This is an optimization exercise on Yosys and OpenROAD, whose aim is small area, a short achievable clock period and few clock cycles, not a production implementation. Where RTL was checked, it was by simulation tests only, not by an equivalence proof against the original. Function not checked in run 1: the RTL went through the layout flow alone. No activity file was given, so power comes from the tool's default toggle rates.

[design/flow/flow/run.sh]
#!/bin/bash
set -euo pipefail
bash standard.sh SETUP_SLACK_MARGIN=${MARGIN:-6.8} \
  "BUFFER_PORTS_ARGS=-buffer_cell sky130_fd_sc_hd__buf_4" \
  "CTS_ARGS=-sink_clustering_enable -repair_clock_nets -dont_use_dummy_load -sink_clustering_size 16 -sink_clustering_max_diameter 50 -sink_clustering_buffer sky130_fd_sc_hd__clkbuf_8" \
  finish > standard.log 2>&1
[design/flow/standard.sh]
#!/bin/bash
# synth_recipe.tcl (not shown) runs the flow's synth.tcl, then flattens the netlist and writes it again
# the make line also repeats each setting of config.mk as NAME=value (left out here)
make -C /OpenROAD-flow-scripts/flow DESIGN_CONFIG=/design/flow/config.mk WORK_HOME=/design/flow/orfs CLKGATE_MAP_FILE= SYNTH_SCRIPT=/design/flow/synth_recipe.tcl "${@:-finish}"
[design/flow/config.mk]
export PLATFORM = sky130hd
export DESIGN_NAME = cvfp
export DESIGN_NICKNAME = cvfp
export VERILOG_FILES = /design/flow/design.v
export SDC_FILE = /design/flow/constraint.sdc
export NUM_CORES = 4
export LEC_CHECK = 0
export ABC_CLOCK_PERIOD_IN_PS = 3000
export CAP_MARGIN = 20
export CORE_MARGIN = 2
export CORE_UTILIZATION = 60
export PLACE_DENSITY = 0.7
export SLEW_MARGIN = 20
export TNS_END_PERCENT = 100
[design/flow/constraint.sdc]
create_clock -name core_clock -period 10.0 [get_ports {clk}]
set_input_delay 2.0000 -clock core_clock [delete_from_list [all_inputs] [get_ports {clk}]]
set_output_delay 2.0000 -clock core_clock [all_outputs]
set_load 0.01 [all_outputs]
[design/flow/design.v]
module cvfp (
    input  wire        clk,
    input  wire        rst,
    input  wire        cmd_valid,
    output wire        cmd_ready,
    input  wire [3:0]  cmd_op,
    input  wire [15:0] cmd_a,
    input  wire [7:0]  cmd_b,
    input  wire        pv_valid,
    output wire        pv_ready,
    input  wire [7:0]  pv_data,
    output reg         rsp_valid,
    output reg  [2:0]  rsp_code,
    output reg  [15:0] rsp_data
);
    localparam BUFSZ = 258;
    localparam F     = 10;           
    localparam M     = BUFSZ - F;    
    localparam QN    = 4;            
    localparam QW    = 2;
    localparam OP_CLR   = 4'h0;
    localparam OP_PUSH  = 4'h1;
    localparam OP_RDB   = 4'h2;
    localparam OP_ENC   = 4'h3;
    localparam OP_SUM   = 4'h4;
    localparam OP_VAL   = 4'h5;
    localparam OP_WFQ   = 4'h6;
    localparam OP_FSZ   = 4'h7;
    localparam OP_GETF  = 4'h8;
    localparam OP_GETB  = 4'h9;
    localparam OP_GETSB = 4'hA;
    localparam OP_GETH  = 4'hB;
    localparam OP_RDST  = 4'hC;
    localparam R_OK         = 3'd0;
    localparam R_ERR        = 3'd1;
    localparam R_UNDERRUN   = 3'd2;
    localparam R_OVERFLOW   = 3'd3;
    localparam R_PARAMLEN   = 3'd4;
    localparam R_NOTVALID   = 3'd5;
    localparam R_PARAMRANGE = 3'd6;
    localparam R_BADOP      = 3'd7;
    localparam K_ZX = 2'd0;      
    localparam K_SX = 2'd1;      
    localparam K_HW = 2'd2;      
    reg [7:0] lo_c [0:F-1];      
    reg [7:0] rg   [0:M-1];      
    reg [8:0] php;               
    wire [7:0] b0 = lo_c[0];
    wire [7:0] b1 = lo_c[1];
    wire [7:0] b3 = lo_c[3];     
    wire [7:0] b4 = lo_c[4];     
    wire [8:0] php_n = (php == BUFSZ - 1) ? F : php + 9'd1;
    reg [8:0] cnt;
    reg [3:0] status;            
    reg [8:0] wp;                
    reg       w_al;              
    reg       enc_busy;          
    reg [7:0] s_w, s_a, s_v;
    reg [9:0] dl;                
    reg [7:0] np;                
    reg        r_v, s_empty;
    reg        s_full;           
    reg [3:0]  r_op, s_op;
    reg [15:0] r_a, s_a_q;
    reg [7:0]  r_b, s_b;
    reg        p_v;
    reg [7:0]  p_d;
    reg        pv_rdy;
    reg        r_early;          
    reg        r_new;            
    reg        r_go;             
    reg        s_early;          
    reg [7:0]  tk_left;          
    reg        q_v;
    reg [2:0]  q_code;
    reg [15:0] q_data;
    reg        q_rd;
    reg [1:0]  q_kind;
    reg        q_enc;
    reg        q_sum;            
    reg        q_lor, q_hir;     
    reg [3:0]  q_li, q_hi_i;     
    reg [2:0]    f_code [0:QN-1];
    reg [15:0]   f_data [0:QN-1];
    reg          f_enc  [0:QN-1];
    reg          f_sum  [0:QN-1];
    reg [QW-1:0] f_rd, f_wr;
    reg [QN-1:0] f_occ;          
    assign cmd_ready = s_empty;
    assign pv_ready  = pv_rdy;
    wire acc  = cmd_valid && !s_full;
    wire take = pv_valid && pv_rdy;
    reg  wp_low;                             
    reg  cnt_full;                           
    reg  bytes_in;                           
    reg  bw;                                 
    reg  sum_pend;                           
    wire w_ok     = wp_low || w_al;          
    wire a_hi     = |r_a[15:9];
    wire a_ge_cnt = a_hi || (r_a[8:0] >= cnt);
    wire a_lt_wp  = !a_hi && (r_a[8:0] < wp);
    wire q_out  = q_v;
    wire q_room = !f_occ[QN-1] && !(f_occ[QN-2] && q_v);
    reg r_can;
    always @(*) begin
        case (r_op)
        OP_RDB:  r_can = a_lt_wp || a_ge_cnt;
        OP_PUSH: r_can = !enc_busy && !sum_pend && (w_ok || cnt_full);
        OP_ENC:  r_can = !enc_busy && !sum_pend;
        OP_SUM:  r_can = !enc_busy || !sum_pend;
        default: r_can = !enc_busy;
        endcase
    end
    wire ex = r_v && r_can && q_room && (!x_ring || (r_go && !r_new));
    wire [9:0] len_p2 = {2'b00, b3} + 10'd2;
    wire [9:0] len_p3 = {2'b00, b3} + 10'd3;
    wire       c4     = |cnt[8:2];                           
    wire       c5     = c4 && (cnt[8:3] != 0 || cnt[1:0] != 0);
    wire       c6     = c4 && (cnt[8:3] != 0 || cnt[1]);
    wire       d_ge2  = !dl[9] && (dl[8:1] != 0);            
    wire       d_ge3  = !dl[9] && (dl[8:2] != 0 || dl[1:0] == 2'd3);    
    wire       d_eq3  = (dl == 10'd3);                       
    wire       a_hi8  = |r_a[15:8];
    wire       gb_rng = a_hi8 || (r_a[7:0] >= np);           
    wire       gh_rng = a_hi8 || ({1'b0, r_a[7:0]} + 9'd1 >= {1'b0, np});  
    wire       is_rd_op = (r_op == OP_RDB) || (r_op == OP_GETF) || (r_op == OP_GETB) ||
                          (r_op == OP_GETSB) || (r_op == OP_GETH);
    wire [7:0] enc_p  = r_a[15:8];
    wire [8:0] gidx = r_a[8:0] + 9'd5;
    reg  [8:0] ridx;
    always @(*) begin
        case (r_op)
        OP_RDB:  ridx = r_a[8:0];
        OP_GETF: ridx = (r_b[2:0] == 3'd5) ? len_p2[8:0] : {6'd0, r_b[2:0]};
        default: ridx = gidx;
        endcase
    end
    reg        lo_ring, hi_ring;
    always @(*) begin
        case (r_op)
        OP_RDB: begin
            lo_ring = (r_a[8:0] >= F);
            hi_ring = 1'b0;
        end
        OP_GETF: begin
            lo_ring = (r_b[2:0] == 3'd5) && (b3 >= F - 2);
            hi_ring = 1'b0;
        end
        default: begin
            lo_ring = (r_a[8:0] >= F - 5);
            hi_ring = (r_a[8:0] >= F - 6);
        end
        endcase
    end
    wire [8:0] x_ri    = lo_ring ? ridx : F;       
    wire [3:0] x_hi_i  = ridx[3:0] + 4'd1;
    reg        x_rd;
    reg [1:0]  x_kind;
    reg [2:0]  x_code;
    reg [15:0] x_data;
    wire       v_elen = (b3 != r_a[7:0]);
    wire       v_ecmd = (b4 != r_b);
    wire       v_esum = (s_v != 8'hFF);
    wire       v_err  = v_elen || v_ecmd || v_esum;
    always @(*) begin
        x_rd   = 1'b0;
        x_kind = K_ZX;
        x_code = R_OK;
        x_data = 16'd0;
        case (r_op)
        OP_CLR: ;
        OP_PUSH:
            if (cnt == BUFSZ) x_code = R_OVERFLOW;
        OP_RDB:
            if (a_ge_cnt) x_code = R_UNDERRUN;
            else          x_rd   = 1'b1;
        OP_ENC:
            if (enc_p > 8'd252) x_code = R_PARAMLEN;
        OP_SUM:
            if (!c4 || !d_ge2) x_code = R_UNDERRUN;
            else x_data = {8'd0, (b3 == 8'd0) ? 8'hFF : (b3 == 8'd1) ? ~lo_c[2] : ~s_a};
        OP_VAL:
            if (!c5 || !d_ge3) x_code = R_UNDERRUN;
            else begin
                x_code = v_err ? R_ERR : R_OK;
                x_data = {12'd0, v_esum, v_ecmd, v_elen, !v_err};
            end
        OP_WFQ:
            x_data = {15'd0, c6 && (b0 == 8'h55) && (b1 == 8'h55) && d_eq3 && (s_w == 8'hFF)};
        OP_FSZ:
            if (!c4) x_code = R_UNDERRUN;
            else x_data = {6'd0, len_p3};
        OP_GETF:
            if (r_b > 8'd5) x_code = R_BADOP;
            else if (r_b[2:0] == 3'd5) begin
                if (!c4 || !d_ge3) x_code = R_UNDERRUN;
                else x_rd = 1'b1;
            end else begin
                if ({1'b0, r_b} >= cnt) x_code = R_UNDERRUN;
                else x_rd = 1'b1;
            end
        OP_GETB, OP_GETSB:
            if (!status[0]) x_code = R_NOTVALID;
            else if (gb_rng) x_code = R_PARAMRANGE;
            else begin
                x_rd   = 1'b1;
                x_kind = (r_op == OP_GETSB) ? K_SX : K_ZX;
            end
        OP_GETH:
            if (!status[0]) x_code = R_NOTVALID;
            else if (gh_rng) x_code = R_PARAMRANGE;
            else begin
                x_rd   = 1'b1;
                x_kind = K_HW;
            end
        OP_RDST:
            x_data = {3'd0, cnt, status};
        default:
            x_code = R_BADOP;
        endcase
    end
    wire x_hir  = (r_op == OP_GETH) && hi_ring;
    wire x_ring = is_rd_op && (lo_ring || x_hir);
    wire [8:0] php_nn = (php_n == BUFSZ - 1) ? F : php_n + 9'd1;
    wire x_go     = r_v && q_room && !enc_busy;
    wire do_push  = x_go && (r_op == OP_PUSH) && !sum_pend && w_ok && !cnt_full;
    wire do_clr   = x_go && (r_op == OP_CLR);
    wire do_enc   = x_go && (r_op == OP_ENC) && !sum_pend && (enc_p <= 8'd252);
    wire do_byte  = enc_busy && p_v && w_ok;
    wire do_chk   = enc_busy && !p_v && bytes_in && w_ok;
    wire       wr_en   = do_push || do_byte || do_chk;
    wire [7:0] wr_data = do_push ? r_b : (do_byte ? p_d : ~s_a);
    genvar gi;
    generate
        for (gi = 0; gi < F; gi = gi + 1) begin : g_lo
            always @(posedge clk) begin
                if (do_enc && gi <= 4) begin
                    case (gi)
                    0, 1:    lo_c[gi] <= 8'h55;
                    2:       lo_c[gi] <= r_a[7:0];
                    3:       lo_c[gi] <= enc_p + 8'd3;
                    default: lo_c[gi] <= r_b;
                    endcase
                end else if (wr_en && wp == gi)
                    lo_c[gi] <= wr_data;
            end
        end
        for (gi = 0; gi < M - 1; gi = gi + 1) begin : g_ring
            always @(posedge clk)
                rg[gi] <= rg[gi + 1];
        end
    endgenerate
    always @(posedge clk)
        rg[M - 1] <= (wr_en && !wp_low) ? wr_data : rg[0];
    always @(posedge clk) begin
        if (rst) begin
            cnt      <= 9'd0;
            wp       <= 9'd0;
            w_al     <= 1'b0;
            php      <= F;
            wp_low   <= 1'b1;
            cnt_full <= 1'b0;
            status   <= 4'd0;
            enc_busy <= 1'b0;
        end else begin
            php <= php_n;
            if (ex) begin
                case (r_op)
                OP_CLR: begin
                    cnt    <= 9'd0;
                    status <= 4'd0;
                end
                OP_PUSH:
                    if (cnt != BUFSZ) begin
                        cnt    <= cnt + 9'd1;
                        status <= 4'd0;
                    end
                OP_ENC:
                    if (enc_p <= 8'd252) begin
                        cnt      <= {1'b0, enc_p} + 9'd6;
                        status   <= 4'd0;
                        enc_busy <= 1'b1;
                    end
                OP_VAL:
                    if (c5 && d_ge3)
                        status <= {v_esum, v_ecmd, v_elen, !v_err};
                default: ;
                endcase
            end
            if (do_clr || do_enc)
                wp_low <= 1'b1;
            else if (wr_en && wp == F - 1)
                wp_low <= 1'b0;
            if (do_clr)
                cnt_full <= 1'b0;
            else if (do_enc)
                cnt_full <= (enc_p == 8'd252);
            else if (do_push && cnt == BUFSZ - 1)
                cnt_full <= 1'b1;
            w_al <= w_al_n;
            if (do_clr)
                wp <= 9'd0;
            else if (do_enc)
                wp <= 9'd5;
            else if (wr_en)
                wp <= wp + 9'd1;
            if (do_chk)
                enc_busy <= 1'b0;
        end
    end
    always @(posedge clk) begin
        if (do_push) begin
            if (cnt == 9'd2)
                s_w <= r_b;
            else
                s_w <= s_w + r_b;
            if (cnt == 9'd3) begin
                dl    <= 10'd4 - {2'b00, r_b};
                np    <= (r_b > 8'd3) ? r_b - 8'd3 : 8'd0;
                s_a <= s_w + r_b;
                s_v <= s_w + r_b;
            end else begin
                dl <= dl + 10'd1;
                if (!d_ge2) s_a <= s_a + r_b;
                if (!d_ge3) s_v <= s_v + r_b;
            end
        end else if (do_enc) begin
            s_a <= r_a[7:0] + r_a[15:8] + r_b + 8'd3;
            dl    <= 10'd3;
            np    <= enc_p;
            s_v <= 8'hFF;
            s_w <= 8'hFF;
        end else if (do_byte) begin
            s_a <= s_a + p_d;
        end
    end
    wire p_keep   = p_v && !do_byte;
    wire p_v_n    = take || p_keep;
    wire wp_n_low = wr_en ? (wp < F - 1) : wp_low;
    wire tk_one   = (tk_left == 8'd1);
    wire cons_n   = do_enc || (enc_busy && (wp_n_low || w_al_n));    
    wire r_load   = ex || !r_v;
    wire c_p_ok   = (|cmd_a[15:8]) && !((&cmd_a[15:10]) && (|cmd_a[9:8]));     
    wire early    = acc && (cmd_op == OP_ENC) && c_p_ok &&
                    bytes_in && !p_v && !enc_busy && !sum_pend && !(r_v && r_op == OP_ENC);
    wire last_tk  = take && tk_one;                              
    wire x_sumw   = (r_op == OP_SUM) && enc_busy;                
    wire w_al_n   = wr_en ? (wp_low ? (php_n == F) : w_al) : (php_n == wp);
    always @(posedge clk) begin
        if (rst) begin
            r_v     <= 1'b0;
            s_empty <= 1'b1;
            s_full  <= 1'b0;
            p_v     <= 1'b0;
            pv_rdy  <= 1'b0;
            tk_left <= 8'd0;
            bytes_in <= 1'b1;
            bw       <= 1'b0;
            sum_pend <= 1'b0;
        end else begin
            if (do_enc && enc_p != 8'd0 && !(r_early && (bytes_in || last_tk)))
                bw <= 1'b1;
            else if (last_tk)
                bw <= 1'b0;
            if (ex && x_sumw)
                sum_pend <= 1'b1;
            else if (sum_out)
                sum_pend <= 1'b0;
            p_v <= p_v_n;
            if (early) begin
                pv_rdy   <= 1'b1;
                tk_left  <= cmd_a[15:8];
                bytes_in <= 1'b0;
            end else if (do_enc && !r_early) begin
                pv_rdy   <= (enc_p != 8'd0);
                tk_left  <= enc_p;
                bytes_in <= (enc_p == 8'd0);
            end else begin
                pv_rdy   <= !bytes_in && !(tk_one && take) && (!p_v_n || cons_n);
                if (take) begin
                    tk_left  <= tk_left - 8'd1;
                    bytes_in <= tk_one;
                end
            end
            if (r_load) begin
                r_v     <= s_full || acc;
                s_empty <= 1'b1;
                s_full  <= 1'b0;
            end else if (acc) begin
                s_empty <= 1'b0;
                s_full  <= 1'b1;
            end
        end
    end
    always @(posedge clk) begin
        if (!p_keep)
            p_d <= pv_data;
        r_new <= r_load;
        r_go  <= (php_nn == x_ri) || !x_rd;
        if (r_load)
            r_early <= s_full ? s_early : early;
        else if (!s_full)
            s_early <= early;
        if (r_load) begin
            if (s_full) begin
                r_op <= s_op;
                r_a  <= s_a_q;
                r_b  <= s_b;
            end else begin
                r_op <= cmd_op;
                r_a  <= cmd_a;
                r_b  <= cmd_b;
            end
        end else if (!s_full) begin
            s_op  <= cmd_op;
            s_a_q <= cmd_a;
            s_b   <= cmd_b;
        end
    end
    always @(posedge clk) begin
        if (rst)
            q_v <= 1'b0;
        else
            q_v <= ex;
        q_code <= x_code;
        q_data <= x_data;
        q_rd   <= x_rd;
        q_kind <= x_kind;
        q_enc  <= (r_op == OP_ENC) && (enc_p != 8'd0) && (enc_p <= 8'd252);
        q_sum  <= x_sumw;
        q_lor  <= lo_ring;
        q_hir  <= x_hir;
        q_li   <= ridx[3:0];
        q_hi_i <= x_hi_i;
    end
    wire [7:0] q_lo  = (q_li < F) ? lo_c[q_li] : 8'd0;
    wire [7:0] q_hi  = (q_hi_i < F) ? lo_c[q_hi_i] : 8'd0;
    wire [7:0] rd_lo = q_lor ? rg[0] : q_lo;
    wire [7:0] rd_hi = q_hir ? (q_lor ? rg[1] : rg[0]) : q_hi;
    reg [15:0] q_res;
    always @(*) begin
        if (!q_rd)
            q_res = q_data;
        else case (q_kind)
            K_SX:    q_res = {{8{rd_lo[7]}}, rd_lo};
            K_HW:    q_res = {rd_hi, rd_lo};
            default: q_res = {8'd0, rd_lo};
        endcase
    end
    wire f_empty  = !f_occ[0];
    wire sum_ok   = bytes_in && !p_v;                
    wire q_ok     = q_out && (!q_enc || !bw) && (!q_sum || sum_ok);
    wire pop_reg  = !f_empty && (!f_enc[f_rd] || !bw) && (!f_sum[f_rd] || sum_ok);
    wire pop_pv   = !f_empty && f_enc[f_rd] && bw && pv_rdy && tk_one;
    wire f_pop    = pop_reg || (pop_pv && pv_valid);
    wire head_ok  = f_empty ? q_ok : f_pop;
    wire head_sum = f_empty ? q_sum : f_sum[f_rd];
    wire sum_out  = head_sum && (f_empty ? q_ok : pop_reg);
    wire f_push   = q_out && !(f_empty && q_ok);
    wire [QW-1:0] f_rd_1 = (f_rd == QN - 1) ? 0 : f_rd + 1'b1;
    always @(posedge clk) begin
        if (rst) begin
            rsp_valid <= 1'b0;
            f_rd      <= 0;
            f_wr      <= 0;
            f_occ     <= 0;
        end else begin
            rsp_valid <= head_ok;
            if (f_pop)
                f_rd <= f_rd_1;
            if (f_push)
                f_wr <= (f_wr == QN - 1) ? 0 : f_wr + 1'b1;
            if (f_push && !f_pop)
                f_occ <= {f_occ[QN-2:0], 1'b1};
            else if (f_pop && !f_push)
                f_occ <= {1'b0, f_occ[QN-1:1]};
        end
        if (head_sum) begin
            rsp_code <= R_OK;
            rsp_data <= {8'd0, ~s_a};
        end else if (f_empty) begin
            rsp_code <= q_code;
            rsp_data <= q_res;
        end else begin
            rsp_code <= f_code[f_rd];
            rsp_data <= f_data[f_rd];
        end
        if (f_push) begin
            f_code[f_wr] <= q_code;
            f_data[f_wr] <= q_res;
            f_enc[f_wr]  <= q_enc;
            f_sum[f_wr]  <= q_sum;
        end
    end
endmodule
==> results.txt, run 1 <==
leakage=between 0.02 and 0.03 µW; die area=~110000 µm²; Final Wtd Congestion=between 0.9 and 1; critical path data arrival time=approximately 1.2 ns; Filler Cell Count=~7400; unrepaired setup endpoints after global routing=true; Peak VDD IR=a little over 0.2 mV; fin. max-slew vios=0; Rel. slew slack=0.168; clock tree root driver cell=clkbuf_16; Clock Sinks=approximately 2400; Hold Path Class=register to register; Die Y=about 330 µm; Ports=62; Clock Latency Late Sink=0.73 ns; sequential area share after synthesis=0.802; # nets final=approximately 4600; Final min period=3.22 ns; CP Class=register to output port; wire per inst=roughly 20 µm; met1 track utilization from global routing=0.321; area grow syn2layout=9.27%; Worst setup SP type=register; TritonCTS clock tree=done; Synth Cell Area=about 62000 µm²; Worst path top cell family by delay=flip-flops; first-pass GRT wire length=179000 µm; Crit. path cell count=1; vias in the first global route=approximately 30000; R2R cell count=16; effective utilization at floorplan=0.603; Yosys warning total=3; final period utilization=0.322; via count=between 30000 and 40000; dpl ws=~5.2 ns; Setup violations, final=0; Main synth FF type=dfxtp_1; number of buffers added on ports=61; setup ws final=6.78 ns; max incr delay on CP=approximately 0.38 ns; post-synthesis async set-or-reset flop share=0; Pre-antenna DRT Iters=6; total track usage=0.220; GR met2 Demand/Resource=0.324; Slowest-stage cell, CP=dfxtp_4; grt met3 use=0.0422; initial DRC count=2567; Via-to-Cell Ratio=between 5 and 6; Hold Violations, Final=0; Worst Path Buf+Inv=1; Syn Area/Cell=~15 µm²; power density over the cells=226 nW/µm²; Max clock buf depth=3; status=finished clean; GRT Max-Usage Layer=met2; Worst-path clk slew=roughly 0.090 ns; crit path cell chain=buf_6; ANT cells=0; DIE WIDTH=326 µm; Yosys cell types=between 90 and 100; Worst Tran Pin Value=~1.2 ns; Worst Setup End Kind=output port; Max Fclk=between 300 and 400 MHz; final wirelength=about 120000 µm; max_cap viols=0; Hold Path Cell Cnt=0; DPL Wire Length=73800 µm; EDFF count, synth=256; Hold-fix buffers, CTS=0; worst hold margin=around 0.30 ns; Syn Nets=4415; row cnt=~120; clock skew=about 0.077 ns; largest net degree at the start of global routing=a little under 50; global route overflow=0; initial antenna violation count=6; Post-Syn Instances=around 4200; flops & latches, synth=between 2000 and 2500; total CTS buffers=approximately 180; setup TNS=0 ns; core area=between 100000 and 150000 µm²; Req. time, crit path=about 8.0 ns; DRC errors left=0; ratio of cells with drive above 1 in the final layout=0.125; Detail Route Antenna Nets=0; CTS H-tree lvls=4; Worst Path Max Fanout=2
[cells by family (layout without fill, tap and decap cells)]
family / count (synthesis) / after routing / share of synthesized area
flip-flops: 2371 / 2371 / 0.802
AND/OR/NAND/NOR: 717 / 718 / 0.0550
AO/OA/AOI/OAI: 527 / 527 / 0.0547
buffers and inverters: 223 / 444 / 0.0140
XOR/XNOR: 139 / 139 / 0.0195
adder cells (fa/ha/maj): 135 / 135 / 0.0284
multiplexers: 128 / 128 / 0.0259
[cell usage in the layout (no fill, tap or decap), drive strengths merged, types with 21 or more instances in the layout]
cell	netlist	final
dfxtp	2115	2115
edfxtp	256	256
nand2	236	236
nor2	184	184
clkbuf	96	182
buf	28	162
a21oi	144	144
ha	124	124
o21ai	124	124
xnor2	93	93
inv	95	91
nand3	75	75
mux2	57	57
mux2i	50	50
xor2	46	46
nor3	40	40
nand2b	31	31
a21o	28	28
a211oi	26	26
o22ai	24	24
and3	23	23
nand4	22	22
mux4	21	21
[repair_timing]
| item | CTS | global route |
|---|---|---|
| pin swaps | 12 | 24 |
| setup buffers | 54 | 13 |
| gates resized for setup | 100 | 40 |
| endpoints found under the setup margin | 315 | 178 |
| cloned | 1 | 1 |
| hold endpoints to repair | 0 | 0 |
[cells in the mapped netlist (all sizes together), types with 46 or more instances]
| master | n | area share |
|---|---|---|
| a21oi | 144 | 0.012 |
| clkbuf | 96 | 0.0058 |
| dfxtp | 2115 | 0.68 |
| edfxtp | 256 | 0.12 |
| ha | 124 | 0.025 |
| inv | 95 | 0.0058 |
| mux2 | 57 | 0.010 |
| mux2i | 50 | 0.0080 |
| nand2 | 236 | 0.015 |
| nand3 | 75 | 0.0060 |
| nor2 | 184 | 0.011 |
| o21ai | 124 | 0.010 |
| xnor2 | 93 | 0.013 |
| xor2 | 46 | 0.0065 |
[area by class of cell]
class,instances,area (µm²),area share
Clock buffer,182,2700,0.0396
Inverter,99,402,0.00590
Multi-Input combinational cell,1647,11900,0.174
Sequential cell,2371,50100,0.735
Tap cell,1380,1730,0.0253
Timing Repair Buffer,162,1350,0.0197
Timing Repair inverter,1,7.51,0.000110
[per-stage QoR]
stage	std cells	cell area [µm²]	total power, µW	util
finish	5842	68100	15400	0.659
global route	5842	68100	16000	0.659
CTS	5828	67900	15500	0.657
detailed placement	5591	64400	11100	0.623
global placement	5591	64400	11100	0.623
floorplan	4240	62500	10700	-
[path summary, 6_finish.rpt]
path | slack (ns) | end | start
hold reg to reg | 0.30 | rg[113][5]$_DFF_P_ | rg[114][5]$_DFF_P_
setup reg to reg | 6.80 | s_a[7]$_DFFE_PP_ | r_a[9]$_DFFE_PP_
hold / removal | 0.30 | rg[113][5]$_DFF_P_ | rg[114][5]$_DFF_P_
setup / recovery | 6.78 | cmd_ready | s_empty$_SDFFE_PP1P_
[flip-flops by register name, indices dropped and copies added, names as in the netlist, 9 cells and up, named ones only]
name,flops
rg,1984
lo_c,80
f_data,64
r_a,16
rsp_data,16
s_a_q,16
q_data,13
f_code,12
dl,10
cnt,9
php,9
wp,9
[metal layers]
| metal | routed length, µm | share of wire |
|---|---|---|
| met4 | 4850 | 0.042 |
| met3 | 7590 | 0.065 |
| met5 | 12 | 0.00010 |
| met1 | 54400 | 0.47 |
| met2 | 49500 | 0.43 |
[power breakdown]
| group | internal (µW) | total [µW] | switching [µW] |
|---|---|---|---|
| Clock | 1780 | 4440 | 2660 |
| Sequential | 9690 | 9800 | 107 |
| Combinational | 462 | 1190 | 724 |
| Total | 11900 | 15400 | 3490 |
==> run 2, diff against run 1 <==
--- a/design/flow/design.v
+++ b/design/flow/design.v
@@ -68,6 +68,4 @@
     reg        pv_rdy;
     reg        r_early;          
-    reg        r_new;            
-    reg        r_go;             
     reg        s_early;          
     reg [7:0]  tk_left;          
@@ -79,4 +77,8 @@
     reg        q_enc;
     reg        q_sum;            
+    reg        q_ring;           
+    reg [8:0]  q_ri;
+    reg        q_new;            
+    reg        q_go;             
     reg        q_lor, q_hir;     
     reg [3:0]  q_li, q_hi_i;     
@@ -100,5 +102,6 @@
     wire a_ge_cnt = a_hi || (r_a[8:0] >= cnt);
     wire a_lt_wp  = !a_hi && (r_a[8:0] < wp);
-    wire q_out  = q_v;
+    wire q_out  = q_v && (!(q_ring && q_rd) || (q_go && !q_new));
+    wire q_adv  = !q_v || q_out;
     wire q_room = !f_occ[QN-1] && !(f_occ[QN-2] && q_v);
     reg r_can;
@@ -112,5 +115,5 @@
         endcase
     end
-    wire ex = r_v && r_can && q_room && (!x_ring || (r_go && !r_new));
+    wire ex = r_v && r_can && q_adv && q_room;
     wire [9:0] len_p2 = {2'b00, b3} + 10'd2;
     wire [9:0] len_p3 = {2'b00, b3} + 10'd3;
@@ -222,6 +225,5 @@
     wire x_hir  = (r_op == OP_GETH) && hi_ring;
     wire x_ring = is_rd_op && (lo_ring || x_hir);
-    wire [8:0] php_nn = (php_n == BUFSZ - 1) ? F : php_n + 9'd1;
-    wire x_go     = r_v && q_room && !enc_busy;
+    wire x_go     = r_v && q_adv && q_room && !enc_busy;
     wire do_push  = x_go && (r_op == OP_PUSH) && !sum_pend && w_ok && !cnt_full;
     wire do_clr   = x_go && (r_op == OP_CLR);
@@ -326,5 +328,5 @@
             end
         end else if (do_enc) begin
-            s_a <= r_a[7:0] + r_a[15:8] + r_b + 8'd3;
+            s_a <= r_a[7:0] + (enc_p + 8'd3) + r_b;
             dl    <= 10'd3;
             np    <= enc_p;
@@ -396,6 +398,4 @@
         if (!p_keep)
             p_d <= pv_data;
-        r_new <= r_load;
-        r_go  <= (php_nn == x_ri) || !x_rd;
         if (r_load)
             r_early <= s_full ? s_early : early;
@@ -421,16 +421,22 @@
         if (rst)
             q_v <= 1'b0;
-        else
+        else if (q_adv)
             q_v <= ex;
-        q_code <= x_code;
-        q_data <= x_data;
-        q_rd   <= x_rd;
-        q_kind <= x_kind;
-        q_enc  <= (r_op == OP_ENC) && (enc_p != 8'd0) && (enc_p <= 8'd252);
-        q_sum  <= x_sumw;
-        q_lor  <= lo_ring;
-        q_hir  <= x_hir;
-        q_li   <= ridx[3:0];
-        q_hi_i <= x_hi_i;
+        q_go  <= (php_n == q_ri);
+        q_new <= q_adv;
+        if (q_adv) begin
+            q_code <= x_code;
+            q_data <= x_data;
+            q_rd   <= x_rd;
+            q_kind <= x_kind;
+            q_enc  <= (r_op == OP_ENC) && (enc_p != 8'd0) && (enc_p <= 8'd252);
+            q_sum  <= x_sumw;
+            q_ring <= x_ring;
+            q_ri   <= x_ri;
+            q_lor  <= lo_ring;
+            q_hir  <= x_hir;
+            q_li   <= ridx[3:0];
+            q_hi_i <= x_hi_i;
+        end
     end
     wire [7:0] q_lo  = (q_li < F) ? lo_c[q_li] : 8'd0;
==> run 2 against run 1 <==
Still clean. Sequential share of layout area rose by 0.074 points. Clock-buffer cell count fell by 1. Register-to-register slack got worse by 0.03 ns. Worst setup slack got worse by 0.0053 ns. Critical path depth rose by 3. Utilization rose by 0.32 points. Largest power group unchanged.
==> results.txt, run 2 <==
Rel. slew slack=0.368; number of buffers added on ports=61; first-pass GRT wire length=around 180000 µm; Final min period=~3.2 ns; EDFF count, synth=297; Largest regs=rg: 1984 flops, lo_c: 80 flops, f_data: 64 flops; dpl cell area=around 65000 µm²; critical path data arrival time=3.56 ns; Syn Area/Cell=14.8 µm²; row cnt=roughly 120; total CTS buffers=about 180; sequential area share after synthesis=0.803; worst hold margin=0.249 ns; Worst path top cell family by delay=simple AND/OR/NAND/NOR gates; power density over the cells=228 nW/µm²; Via-to-Cell Ratio=around 5.3; Worst Path Max Fanout=11; Clock Sinks=about 2400; Ports=between 60 and 70; CP Class=register to register; global route overflow=0; Slowest-stage cell, CP=or4b_4; max reg flops=1984; Max Fclk=just over 300 MHz; Detail Route Antenna Nets=0; Worst Path Buf+Inv=0; final period utilization=0.323; Hold-fix buffers, CTS=0; Hold Violations, Final=0; Worst Tran Pin Value=0.948 ns; Yosys cell types=94; ratio of cells with drive above 1 in the final layout=0.120; ANT cells=0; clock skew=between 0.09 and 0.1 ns; R2R cell count=4; share of the synthesized area in the top cell type=0.661; Clock Latency Late Sink=around 0.73 ns; Worst Setup End Kind=register; die area=about 110000 µm²; leakage=about 0.027 µW; vias in the first global route=about 30000; post-synthesis async set-or-reset flop share=0; effective utilization at floorplan=0.607; Setup violations, final=0; Synth Cell Area=roughly 63000 µm²; total track usage=0.223; register-to-register setup slack=about 6.8 ns; most common cell after layout, fill and taps aside=dfxtp_1; # nets final=approximately 4600; Die Y=around 330 µm; wire per inst=roughly 20 µm; flops & latches, synth=2381; via count=around 31000; initial DRC count=around 3100; Req. time, crit path=between 10 and 15 ns; max_cap viols=0; area leader, netlist=dfxtp_1; unrepaired setup endpoints after global routing=true; clock tree root driver cell=clkbuf_16; Pre-antenna DRT Iters=8; r2r startpoint=r_op[1]$_DFFE_PP_; fin. max-slew vios=0; Final Wtd Congestion=around 0.95; most frequent cells in the layout=dfxtp_1 (2064), edfxtp_1 (297), nor2_1 (193); largest net degree at the start of global routing=50; status=finished clean; initial antenna violation count=3; Post-Syn Instances=roughly 4300; Hold Path Cell Cnt=0; Max clock buf depth=3; Worst-path clk slew=approximately 0.080 ns; most frequent cell after synthesis=dfxtp_1; leading post-synthesis cells by instance count=dfxtp_1 (2084), edfxtp_1 (297), nor2_1 (199), nand2_1 (186), o21ai_0 (155); Hold EP=rg[17][2]$_DFF_P_; final instance area=around 70000 µm²; core area=around 100000 µm²; Syn Nets=between 4000 and 5000; Peak VDD IR=just under 0.2 mV; Hold Path Class=register to register; CTS H-tree lvls=4; DPL Wire Length=around 75000 µm; area grow syn2layout=9.13%; setup TNS=0 ns; min-delay src=rg[18][2]$_DFF_P_; largest cells by area after synthesis=dfxtp_1 (66%), edfxtp_1 (14%), ha_1 (2.2%), o21ai_0 (1.2%), xnor2_1 (1.2%); crit path cell chain=or4b_4 > or4_4 > or2_2 > o21ai_1; Worst setup SP type=register; R2R Path End=np[0]$_DFFE_PP_; Util after Layout=0.662; max incr delay on CP=about 0.65 ns; TritonCTS clock tree=done; Yosys warning total=3; final wirelength=119000 µm; Most flops, register=rg; DRC errors left=0; Filler Cell Count=around 7100; final total power=~16000 µW; DIE WIDTH=~330 µm; Main synth FF type=dfxtp_1
-- run 2: worst max-delay path by stage --
stage | start | endpoint | cells past startpoint
6_report | r_op[1]$_DFFE_PP_ | np[0]$_DFFE_PP_ | 4
5_1_grt | r_op[1]$_DFFE_PP_ | lo_c[2][4]$_DFFE_PP_ | 6
4_1_cts | r_op[1]$_DFFE_PP_ | lo_c[5][2]$_DFFE_PP_ | 6
3_5_place_dp | r_op[0]$_DFFE_PP_ | s_a_q[10]$_DFFE_PN_ | 7
3_3_place_gp | r_op[0]$_DFFE_PP_ | s_a_q[10]$_DFFE_PN_ | 7
2_1_floorplan | pv_valid | f_occ[1]$_SDFFE_PP0P_ | 10
-- run 2: through the flow --
stage / std cells / worst slack [ns]
detailed placement: 5599 / 5.64
floorplan: 4261 / 6.42
CTS: 5828 / 6.76
global route: 5851 / 6.69
finish: 5851 / 6.77
global placement: 5598 / 5.87
-- run 2: area by class of cell --
class                           count  area, µm²  share of cell area
Clock buffer                      181       2680              0.0390
Inverter                          111        433             0.00629
Multi-Input combinational cell   1638      12000               0.174
Sequential cell                  2381      50700               0.736
Tap cell                         1380       1730              0.0251
Timing Repair Buffer              158       1320              0.0192
Timing Repair inverter              2       15.0            0.000218
-- run 2: metal layers --
metal,track usage,routed length (µm),up-vias
met5,0,0,-
met4,0.0715,3080,0
met3,0.0494,9420,217
met2,0.315,49600,1108
met1,0.342,56800,14800
li1,-,-,14800
-- run 2: power breakdown --
part | internal, µW | switching [µW] | leakage [µW]
sequential | 9800 | 139 | 0.0196
combinational | 546 | 781 | 0.00553
clock | 1780 | 2670 | 0.00139
total | 12100 | 3590 | 0.0265
-- run 2: logic make-up after synthesis --
family                   count (synthesis)  synth area share
flip-flops                            2381             0.803
AND/OR/NAND/NOR                        710            0.0558
AO/OA/AOI/OAI                          549            0.0569
buffers and inverters                  244            0.0150
XOR/XNOR                               130            0.0187
adder cells (fa/ha/maj)                124            0.0260
multiplexers                           123            0.0249
-- run 2: timing repair --
action | 4_1_cts | 5_1_grt
cloned | 4 | 0
buffers inserted | 44 | 23
gates resized for setup | 89 | 52
setup endpoints to repair | 343 | 179
pin swaps | 7 | 23
-- run 2: worst reg2reg max path: cells and delay by family, from the launching register on --
kind	cells	cell delay (ns)
simple gates	3	1.81
compound gates	1	0.65
flops	1	0.39
Testbench counts of run 2, summed over its fixed seeds: cycles 50,654.
==> run 3, diff against run 2 <==
--- a/design/flow/design.v
+++ b/design/flow/design.v
@@ -328,5 +328,5 @@
             end
         end else if (do_enc) begin
-            s_a <= r_a[7:0] + (enc_p + 8'd3) + r_b;
+            s_a <= r_a[7:0] + r_a[15:8] + r_b + 8'd3;
             dl    <= 10'd3;
             np    <= enc_p;
==> run 3 against run 2 <==
Highest routed layer unchanged. Still clean on timing, DRC and antenna. Global-route usage up 0.17 points. Die area rose by 0.17%. Clock skew increased by 0.0015 ns.
==> results.txt, run 3 <==
Yosys cell types=96; EDFF count, synth=just under 300; final period utilization=0.318; final instance area=68900 µm²; max incr delay on CP=0.34 ns; Largest regs=rg: 1984 flops, lo_c: 80 flops, f_data: 64 flops; wire per inst=about 20 µm; die area=between 100000 and 150000 µm²; Slowest-stage cell, CP=dfxtp_2; Clock Latency Late Sink=between 0.7 and 0.8 ns; Setup violations, final=0; max_cap viols=0; Yosys warning total=3; Req. time, crit path=8.00 ns; initial antenna violation count=2; FF/Latch Area=a little over 50000 µm²; Adder-Cell Fraction of Synth Area=0.0274; Peak VDD IR=roughly 0.21 mV; Hold Violations, Final=0; post-synthesis async set-or-reset flop share=0; unrepaired setup endpoints after global routing=true; # nets final=approximately 4700; CP endpoint=rsp_data[13]; first-pass GRT wire length=184000 µm; most frequent cells in the layout=dfxtp_1 (2074), edfxtp_1 (297), nand2_1 (198); Hold-fix buffers, CTS=0; share of the synthesized area in the top cell type=0.660; Final min period=around 3.2 ns; Max Fclk=~310 MHz; leakage=~0.027 µW; ratio of cells with drive above 1 in the final layout=0.118; CTS H-tree lvls=4; Worst setup SP type=register; total CTS buffers=around 190; Worst Path Buf+Inv=1; Pre-antenna DRT Iters=5; Rel. slew slack=0.320; clock skew=just under 0.1 ns; Clock Sinks=roughly 2400; Filler Cell Count=~7400; core area=about 100000 µm²; crit path cell chain=buf_6; Syn Area/Cell=between 10 and 15 µm²; number of buffers added on ports=just over 60; R2R Path End=s_a_q[12]$_DFFE_PN_; Worst path top cell family by delay=flip-flops; mux contribution to synthesized area=0.0243; TritonCTS clock tree=done; largest cells by area after synthesis=dfxtp_1 (66%), edfxtp_1 (14%), ha_1 (2.4%), nand2_1 (1.2%), nor2_1 (1.0%); fin. max-slew vios=0; setup ws final=approximately 6.8 ns; initial DRC count=2718; Die Y=329 µm; max reg flops=a little under 2000; final wirelength=~120000 µm; Crit. path cell count=1; global route overflow=0; final total power=roughly 15000 µW; effective utilization at floorplan=0.603; Worst-path clk slew=around 0.090 ns; sequential area share after synthesis=0.801; Syn Nets=4445; dpl cell area=roughly 65000 µm²; Post-Syn Instances=about 4300; r2r startpoint=r_op[1]$_DFFE_PP_; vias in the first global route=30300; largest net degree at the start of global routing=47; area grow syn2layout=8.96%; DRC errors left=0; Synth Area in Compound Gates=0.0578; leading post-synthesis cells by instance count=dfxtp_1 (2084), edfxtp_1 (297), nand2_1 (201), nor2_1 (173), o21ai_0 (125); CP Class=register to output port; DPL Wire Length=approximately 77000 µm; Worst Path Max Fanout=1; Setup crit start=rsp_data[13]$_SDFF_PP0_; Hold Path Class=register to register; Worst Setup End Kind=output port; row cnt=approximately 120; via count=approximately 31000; ANT cells=0; Ports=just over 60; Main synth FF type=dfxtp_1; register-to-register setup slack=6.86 ns; Most flops, register=rg; combinational family with the most area after synthesis=compound AO/OA/AOI/OAI gates; Synth Area in Simple Gates=0.0575; dpl ws=between 5 and 6 ns; total track usage=0.225; xor/xnor share of the synthesized area=0.0182; Max clock buf depth=3; power density over the cells=about 230 nW/µm²; clock tree root driver cell=clkbuf_16; DIE WIDTH=around 330 µm; status=finished clean; Detail Route Antenna Nets=0; most frequent cell after synthesis=dfxtp_1; R2R cell count=10; critical path data arrival time=around 1.2 ns; setup TNS=0 ns; flops & latches, synth=2381; area leader, netlist=dfxtp_1; area taken by multi-input logic gates=approximately 12000 µm²; Worst Tran Pin Value=a little over 1 ns; Synth Cell Area=around 63000 µm²; Via-to-Cell Ratio=5.29; most common cell after layout, fill and taps aside=dfxtp_1; Final Wtd Congestion=0.930
-- run 3: changes by cell type after synthesis, sizes merged, moves of 7 or more --
cell    delta
o21ai     -31
xnor2     -20
inv       -19
nor3      +14
a21o      +17
nand2     +14
nor2      -26
a211oi     +7
nand3      +7
ha         +9
xor2      +24
-- run 3: routing by layer --
layer  up-vias  wire length [µm]  share of wire  GRT usage
met5         -                 0              0          0
met4         0              3370          0.028     0.0743
met3       234              8800          0.073     0.0457
met2      1035             50500           0.42      0.324
met1     14900             57500           0.48      0.340
li1      14900                 -              -          -
-- run 3: cells by family after synthesis --
family,Yosys count
flops,2381
simple gates,733
buf+inv,226
compound gates,549
mux,121
xor+xnor,131
fa+ha+maj,132
-- run 3: power by group --
group          switching (µW)  internal, µW  total (µW)  leakage, µW
combinational             681           442        1120      0.00562
clock                    2670          1820        4490      0.00142
sequential                117          9760        9880       0.0197
-- run 3: worst min-delay path by stage --
| stage | startpoint | end | slack [ns] | cells past startpoint |
|---|---|---|---|---|
| after floorplan | rg[101][0]$_DFF_P_ | rg[100][0]$_DFF_P_ | 0.31 | 0 |
| final | rg[236][4]$_DFF_P_ | rg[235][4]$_DFF_P_ | 0.27 | 0 |
| after global placement | rg[90][7]$_DFF_P_ | rg[89][7]$_DFF_P_ | 0.31 | 0 |
| after CTS | rg[236][4]$_DFF_P_ | rg[235][4]$_DFF_P_ | 0.27 | 0 |
| after global routing | rg[236][4]$_DFF_P_ | rg[235][4]$_DFF_P_ | 0.27 | 0 |
| after detailed placement | rg[112][7]$_DFF_P_ | rg[111][7]$_DFF_P_ | 0.31 | 0 |
-- run 3: what timing repair did --
action                                  in CTS  in global routing
pin swaps                                    5                 14
setup buffers                               42                 25
resized for setup                           55                 38
cloned                                       2                  0
endpoints found under the setup margin     295                155
-- run 3: cell type report --
type	count	area share
multi-input cells	1666	0.175
repair inverters	2	0.000218
inverters	94	0.00549
clock buffers	186	0.0400
well taps	1391	0.0253
flip-flops and latches	2381	0.736
repair buffers	162	0.0188
-- run 3: metrics by stage --
step,cells,hold slack [ns],util
after floorplan,4273,0.310,-
after global placement,5627,0.310,0.623
after detailed placement,5627,0.312,0.623
after CTS,5857,0.271,0.653
after global routing,5882,0.270,0.657
final,5882,0.273,0.657
Testbench counts of run 3, summed over its fixed seeds: cycles 50,654.
==> run 4, diff against run 3 <==
--- a/design/flow/design.v
+++ b/design/flow/design.v
@@ -400,6 +400,4 @@
         if (r_load)
             r_early <= s_full ? s_early : early;
-        else if (!s_full)
-            s_early <= early;
         if (r_load) begin
             if (s_full) begin
@@ -412,8 +410,10 @@
                 r_b  <= cmd_b;
             end
-        end else if (!s_full) begin
-            s_op  <= cmd_op;
-            s_a_q <= cmd_a;
-            s_b   <= cmd_b;
+        end
+        if (!s_full) begin
+            s_early <= early;
+            s_op    <= cmd_op;
+            s_a_q   <= cmd_a;
+            s_b     <= cmd_b;
         end
     end
==> run 4 against run 3 <==
Synthesized cell count grew 0.21%. Die area decreased by 0.55%. Design area shrank 0.88%. Critical path depth unchanged. Global-route usage shrank 0.50 points. Area after synthesis down 0.56%. Worst hold slack worse by 0.0020 ns. Total power fell by 1.5%. First-iteration DRC count increased by 11%. Sequential share of layout area increased by 0.25 points. Via count down 0.74%. Register-to-register slack barely moved.
==> results.txt, run 4 <==
fin. max-slew vios=0; area grow syn2layout=8.61%; Worst setup SP type=register; DPL Wire Length=between 70000 and 80000 µm; initial antenna violation count=5; GRT Max-Usage Layer=met1; Peak VDD IR=roughly 0.16 mV; Final Wtd Congestion=~0.95; FF/Latch Area=between 50000 and 60000 µm²; post-synthesis async set-or-reset flop share=0; Hold Path Cell Cnt=0; Worst path top cell family by delay=flip-flops; final wirelength=around 120000 µm; R2R cell count=9; Req. time, crit path=roughly 8.0 ns; EDFF count, synth=~270; largest cells by area after synthesis=dfxtp_1 (67%), edfxtp_1 (13%), ha_1 (2.4%), nand2_1 (1.3%), xnor2_1 (1.3%); Max Fclk=slightly above 300 MHz; area taken by multi-input logic gates=about 12000 µm²; Clock Sinks=between 2000 and 2500; # nets final=4656; Setup crit start=pv_rdy$_SDFF_PP0_; most frequent cell after synthesis=dfxtp_1; CTS H-tree lvls=4; core area=between 100000 and 150000 µm²; Via-to-Cell Ratio=about 5.3; global route overflow=0; clock skew=0.0998 ns; max_cap viols=0; final period utilization=0.321; Pre-antenna DRT Iters=6; Setup violations, final=0; R2R Path End=q_code[1]$_DFFE_PN_; area leader, netlist=dfxtp_1; Worst Path Max Fanout=2; ratio of cells with drive above 1 in the final layout=0.110; max reg flops=just under 2000; Ports=between 60 and 70; Hold-fix buffers, CTS=0; share of the synthesized area in the top cell type=0.673; clock tree root driver cell=clkbuf_16; Crit. path cell count=1; Syn Area/Cell=about 15 µm²; Post-Syn Instances=around 4300; critical path data arrival time=about 1.2 ns; CP Class=register to output port; row cnt=118; dpl ws=between 6 and 7 ns; r2r startpoint=r_a[0]$_DFFE_PP_; Syn Nets=4454; Synth Cell Area=62800 µm²; sequential area share after synthesis=0.801; flops & latches, synth=around 2400; GR met2 Demand/Resource=0.302; DRC errors left=0; most common cell after layout, fill and taps aside=dfxtp_1; Worst Setup End Kind=output port; setup ws final=between 6 and 7 ns; grt met3 use=0.0570; Most flops, register=rg; die area=roughly 110000 µm²; Final min period=around 3.2 ns; Hold Path Class=register to register; Yosys warning total=3; Yosys cell types=around 90; Rel. slew slack=0.254; Slowest-stage cell, CP=dfxtp_4; Worst Path Buf+Inv=1; number of buffers added on ports=between 60 and 70; worst hold margin=about 0.27 ns; setup TNS=0 ns; DIE WIDTH=about 330 µm; min-delay src=rg[148][5]$_DFF_P_; Max clock buf depth=3; via count=roughly 30000; most frequent cells in the layout=dfxtp_1 (2092), edfxtp_1 (268), nand2_1 (209); vias in the first global route=30100; met1 track utilization from global routing=0.339; Worst-path clk slew=0.09 ns; leading post-synthesis cells by instance count=dfxtp_1 (2113), edfxtp_1 (268), nand2_1 (210), nor2_1 (176), o21ai_0 (156); power density over the cells=~220 nW/µm²; Detail Route Antenna Nets=0; register-to-register setup slack=6.85 ns; Main synth FF type=dfxtp_1; total CTS buffers=180; unrepaired setup endpoints after global routing=true; leakage=between 0.02 and 0.03 µW; Hold Violations, Final=0; first-pass GRT wire length=179000 µm; Clock Latency Late Sink=~0.75 ns; effective utilization at floorplan=0.606; largest net degree at the start of global routing=between 50 and 60; wire per inst=~20 µm; status=finished clean; total track usage=0.220; initial DRC count=slightly above 3000; Die Y=~330 µm; Worst Tran Pin Value=1.11 ns; Hold EP=rg[147][5]$_DFF_P_; max incr delay on CP=~0.37 ns; TritonCTS clock tree=done; Filler Cell Count=between 7000 and 8000; Largest regs=rg: 1984 flops, lo_c: 80 flops, f_data: 64 flops; crit path cell chain=buf_6
## run 4: what timing repair did
action / 4_1_cts / 5_1_grt
gates cloned: 0 / 1
resized for setup: 65 / 35
setup buffers: 37 / 20
endpoints found under the setup margin: 228 / 158
pin swaps: 2 / 6
## run 4: report_power, final
group / internal [µW] / switching [µW] / leakage [µW] / total, µW
Combinational: 386 / 622 / 0.00522 / 1010
Clock: 1770 / 2630 / 0.00138 / 4400
Sequential: 9740 / 119 / 0.0197 / 9850
## run 4: cell type report
cell class,instances,area share
tap,1380,0.0253
inverter,99,0.00563
multi-input combinational,1668,0.174
sequential,2381,0.738
timing repair buffer,153,0.0182
antenna,1,0.0000367
timing repair inverter,1,0.000110
clock buffer,180,0.0391
## run 4: metal layers
layer,part of all wire,up-vias
met5,0,-
li1,-,14800
met3,0.086,222
met1,0.48,14800
met4,0.025,0
met2,0.40,1063
## run 4: worst max path at each step
stage / endpoint / slack (ns)
4_1_cts: pv_ready / 6.72
5_1_grt: pv_ready / 6.72
3_5_place_dp: f_occ[2]$_SDFFE_PP0P_ / 6.08
6_report: pv_ready / 6.79
3_3_place_gp: f_occ[0]$_SDFFE_PP0P_ / 6.15
2_1_floorplan: f_occ[0]$_SDFFE_PP0P_ / 6.57
## run 4: per-stage QoR
step | power [µW] | area (µm²) | utilization | cells
after floorplan | 10700 | 62900 | - | 4282
after global placement | 11000 | 64800 | 0.625 | 5623
after detailed placement | 11000 | 64800 | 0.625 | 5624
after CTS | 15400 | 68000 | 0.656 | 5841
after global routing | 15900 | 68300 | 0.659 | 5862
final | 15300 | 68300 | 0.659 | 5863
## run 4: logic make-up (layout without fill, tap and decap cells)
family / count (synthesis) / after routing / share of synthesized area
XOR/XNOR: 136 / 136 / 0.0190
AND/OR/NAND/NOR: 725 / 725 / 0.0569
multiplexers: 119 / 119 / 0.0245
adder cells (fa/ha/maj): 132 / 132 / 0.0276
flip-flops: 2381 / 2381 / 0.801
buffers and inverters: 233 / 433 / 0.0145
other: 0 / 1 / 0
AO/OA/AOI/OAI: 556 / 556 / 0.0564
Testbench counts of run 4, summed over its fixed seeds: cycles 50,654.
==> run 5, diff against run 4 <==
--- a/design/flow/design.v
+++ b/design/flow/design.v
@@ -400,4 +400,6 @@
         if (r_load)
             r_early <= s_full ? s_early : early;
+        else if (!s_full)
+            s_early <= early;
         if (r_load) begin
             if (s_full) begin
@@ -410,10 +412,8 @@
                 r_b  <= cmd_b;
             end
-        end
-        if (!s_full) begin
-            s_early <= early;
-            s_op    <= cmd_op;
-            s_a_q   <= cmd_a;
-            s_b     <= cmd_b;
+        end else if (!s_full) begin
+            s_op  <= cmd_op;
+            s_a_q <= cmd_a;
+            s_b   <= cmd_b;
         end
     end
==> design/flow/flow/run.sh (replaced) <==
#!/bin/bash
set -euo pipefail
bash standard.sh SETUP_SLACK_MARGIN=${MARGIN:-6.8} \
  "BUFFER_PORTS_ARGS=-buffer_cell sky130_fd_sc_hd__buf_4" \
  "CTS_ARGS=-sink_clustering_enable -repair_clock_nets -dont_use_dummy_load -sink_clustering_size 20 -sink_clustering_max_diameter 60 -sink_clustering_buffer sky130_fd_sc_hd__clkbuf_8" \
  finish > standard.log 2>&1
==> run 5 against run 4 <==
Via count is 0.17% higher. Largest cell class unchanged. Sequential share of layout area is 0.14 points higher. Die area is 0.55% higher. Critical path type unchanged. Clock skew shrank 0.018 ns. Design area up 0.39%. Highest routed layer unchanged. Wire length up 2.8%. Worst setup slack is essentially flat. Critical path depth did not move. Register-to-register slack barely moved.
==> results.txt, run 5 <==
status=finished clean; Clock power frac=0.273; Final Wtd Congestion=~0.93; Hold Path Class=register to register; max_cap viols=0; wire per inst=about 21 µm; Pre-antenna DRT Iters=5; most frequent cells in the layout=dfxtp_1 (2063), edfxtp_1 (297), nand2_1 (198); final period utilization=0.321; Worst path top cell family by delay=flip-flops; DRC errors left=0; Worst setup SP type=register; critical path data arrival time=around 1.2 ns; DIE WIDTH=between 300 and 400 µm; share of the synthesized area in the top cell type=0.660; final instance area=approximately 69000 µm²; setup TNS=0 ns; flops & latches, synth=roughly 2400; ratio of cells with drive above 1 in the final layout=0.115; Worst Tran Pin Value=~1.0 ns; Reg power frac=0.652; global route overflow=0; power density over the cells=221 nW/µm²; part of the power in combinational logic=0.075; Clock Sinks=about 2400; crit path cell chain=buf_6; Detail Route Antenna Nets=0; Peak VDD IR=about 0.19 mV; initial antenna violation count=2; area leader, netlist=dfxtp_1; Worst Path Max Fanout=1; # nets final=around 4600; total track usage=0.223; GRT Max-Usage Layer=met1; vias in the first global route=roughly 30000; clock skew=just over 0.08 ns; fin. max-slew vios=0; CP Class=register to output port; Yosys warning total=3; Req. time, crit path=~8.0 ns; Max clock buf depth=3; max incr delay on CP=0.35 ns; Die Y=329 µm; final wirelength=between 100000 and 150000 µm; core area=about 100000 µm²; DPL Wire Length=slightly below 80000 µm; worst hold margin=between 0.2 and 0.3 ns; Final min period=3.21 ns; Hold-fix buffers, CTS=0; most frequent cell after synthesis=dfxtp_1; leading post-synthesis cells by instance count=dfxtp_1 (2084), edfxtp_1 (297), nand2_1 (201), nor2_1 (173), o21ai_0 (125); Switch Pwr=3410 µW; Setup violations, final=0; largest cells by area after synthesis=dfxtp_1 (66%), edfxtp_1 (14%), ha_1 (2.4%), nand2_1 (1.2%), nor2_1 (1.0%); CTS H-tree lvls=4; Ports=62; Syn Area/Cell=between 10 and 15 µm²; max reg flops=1984; Max Fclk=a little over 300 MHz; leakage=about 0.027 µW; post-synthesis async set-or-reset flop share=0; most common cell after layout, fill and taps aside=dfxtp_1; number of buffers added on ports=between 60 and 70; unrepaired setup endpoints after global routing=true; r2r startpoint=r_op[1]$_DFFE_PP_; Hold Violations, Final=0; effective utilization at floorplan=0.603; ANT cells=0; Main synth FF type=dfxtp_1; die area=108000 µm²; clock tree root driver cell=clkbuf_16; dpl cell area=roughly 65000 µm²; Yosys cell types=96; Clock Latency Late Sink=0.75 ns; sequential area share after synthesis=0.801; min-delay src=rg[134][3]$_DFF_P_; Largest regs=rg: 1984 flops, lo_c: 80 flops, f_data: 64 flops; EDFF count, synth=a little under 300; Worst Setup End Kind=output port; Post-Syn Instances=4273; Most flops, register=rg; Slowest-stage cell, CP=dfxtp_2; Worst Path Buf+Inv=1; Rel. slew slack=0.309; Setup crit start=rsp_data[13]$_SDFF_PP0_; via count=between 30000 and 40000; Syn Nets=between 4000 and 5000; total CTS buffers=between 150 and 200; TritonCTS clock tree=done; Power Internal=about 12000 µW; largest net degree at the start of global routing=47; Via-to-Cell Ratio=around 5.3; area grow syn2layout=8.42%; first-pass GRT wire length=183000 µm; row cnt=~120; sw frac=0.225; Worst-path clk slew=roughly 0.11 ns; met1 track utilization from global routing=0.339; GR met2 Demand/Resource=0.319; grt met3 use=0.0482; initial DRC count=between 2000 and 3000; Synth Cell Area=~63000 µm²
[run 5: cell count changes after synthesis, moves of 15 or more]
cell,before,now
edfxtp_1,268,297
and3_1,12,29
a211oi_1,17,32
xnor2_1,90,67
o21ai_0,156,125
xor2_1,46,64
dfxtp_1,2113,2084
[run 5: worst reg2reg max path, stage by stage (launching register included)]
cell and delay [ns]:
edfxtp_1 0.43, buf_4 0.18, buf_4 0.17, nand4bb_1 0.46
nor4_2 0.63, buf_6 0.40, nor3_1 0.13, nor3_2 0.28
o2111a_1 0.25, a221oi_2 0.05
[run 5: per-layer routing]
metal | share of wire | vias up | routed length (µm)
li1 | - | 14900 | -
met1 | 0.48 | 14800 | 57800
met2 | 0.41 | 1031 | 49600
met3 | 0.075 | 241 | 9030
met4 | 0.031 | 0 | 3750
met5 | 0 | - | 0
[run 5: logic make-up (layout without fill, tap and decap cells)]
logic type / count (synthesis) / after routing / share of synthesized area
simple gates: 733 / 733 / 0.0575
fa+ha+maj: 132 / 132 / 0.0274
compound gates: 549 / 549 / 0.0578
xor+xnor: 131 / 131 / 0.0182
flops: 2381 / 2381 / 0.801
mux: 121 / 121 / 0.0243
buf+inv: 226 / 421 / 0.0136
[run 5: power groups by stage]
stage               sequential, µW  clock (µW)  combinational (µW)
global route                  9900        4610                1230
CTS                           9890        4280                1070
floorplan                    10000           0                 720
finish                        9880        4130                1140
global placement             10100           0                1010
detailed placement           10100           0                1010
[run 5: layout make-up]
class	instances	area, µm²
sequential	2381	50700
fill	7450	36300
multi-input combinational	1666	12000
clock buffer	152	2280
tap	1391	1740
timing repair buffer	173	1450
inverter	94	380
timing repair inverter	2	15.0
[run 5: timing repair]
item | 4_1_cts | 5_1_grt
cloned | 2 | 1
buffers inserted | 44 | 32
pin swaps | 5 | 15
resized for setup | 73 | 38
endpoints found under the setup margin | 308 | 135
[run 5: per-stage QoR]
| stage | instances | utilization | power [µW] | setup slack, ns |
|---|---|---|---|---|
| 6_report | 5859 | 0.654 | 15200 | 6.79 |
| 2_1_floorplan | 4273 | - | 10800 | 6.39 |
| 5_1_grt | 5859 | 0.654 | 15700 | 6.73 |
| 3_5_place_dp | 5627 | 0.623 | 11100 | 5.51 |
| 3_3_place_gp | 5627 | 0.623 | 11100 | 5.52 |
| 4_1_cts | 5825 | 0.650 | 15200 | 6.73 |
[run 5: final timing paths]
path | end | depth (start not counted) | slack [ns]
max | rsp_data[13] | 1 | 6.79
min reg2reg | rg[133][3]$_DFF_P_ | 0 | 0.28
max reg2reg | pv_rdy$_SDFF_PP0_ | 9 | 6.86
min | rg[133][3]$_DFF_P_ | 0 | 0.28
Testbench counts of run 5, summed over its fixed seeds: cycles 50,654.

==> static timing again, ports no longer ideal <==
The flow's constraints put no driver on any port. The routed layouts listed below were extracted and timed again, unchanged, in two steps. Step 1 sets driving cells, clkbuf_16 on the clock port and buf_2 on the other inputs (assumed; they add their load-dependent delay and slew). Step 2 times the ports against the registers' clock, not the clock port: input delays grow and output delays shrink by t, the midpoint of the rising clock arrivals with the driver on. Slacks: ideal ports / drivers / drivers and shift; pairs: ideal ports / drivers.
| run | t, ns | setup WS [ns] | worst setup path at the end | pins driven straight from the clock port |
|---|---|---|---|---|
| run 1 | 0.767 | 6.778 / 6.710 / 6.128 | input to register | 1 |
| run 2 | 0.764 | 6.772 / 6.752 / 6.185 | input to register | 1 |
| run 3 | 0.782 | 6.821 / 6.749 / 6.116 | input to register | 1 |
| run 4 | 0.769 | 6.788 / 6.718 / 6.207 | input to register | 1 |
| run 5 | 0.785 | 6.787 / 6.717 / 6.094 | input to register | 1 |
After both steps every run listed still meets setup and hold. For run 3, which loses most, drivers alone change the setup slack by -0.072 ns; drivers and shift together by -0.705 ns.
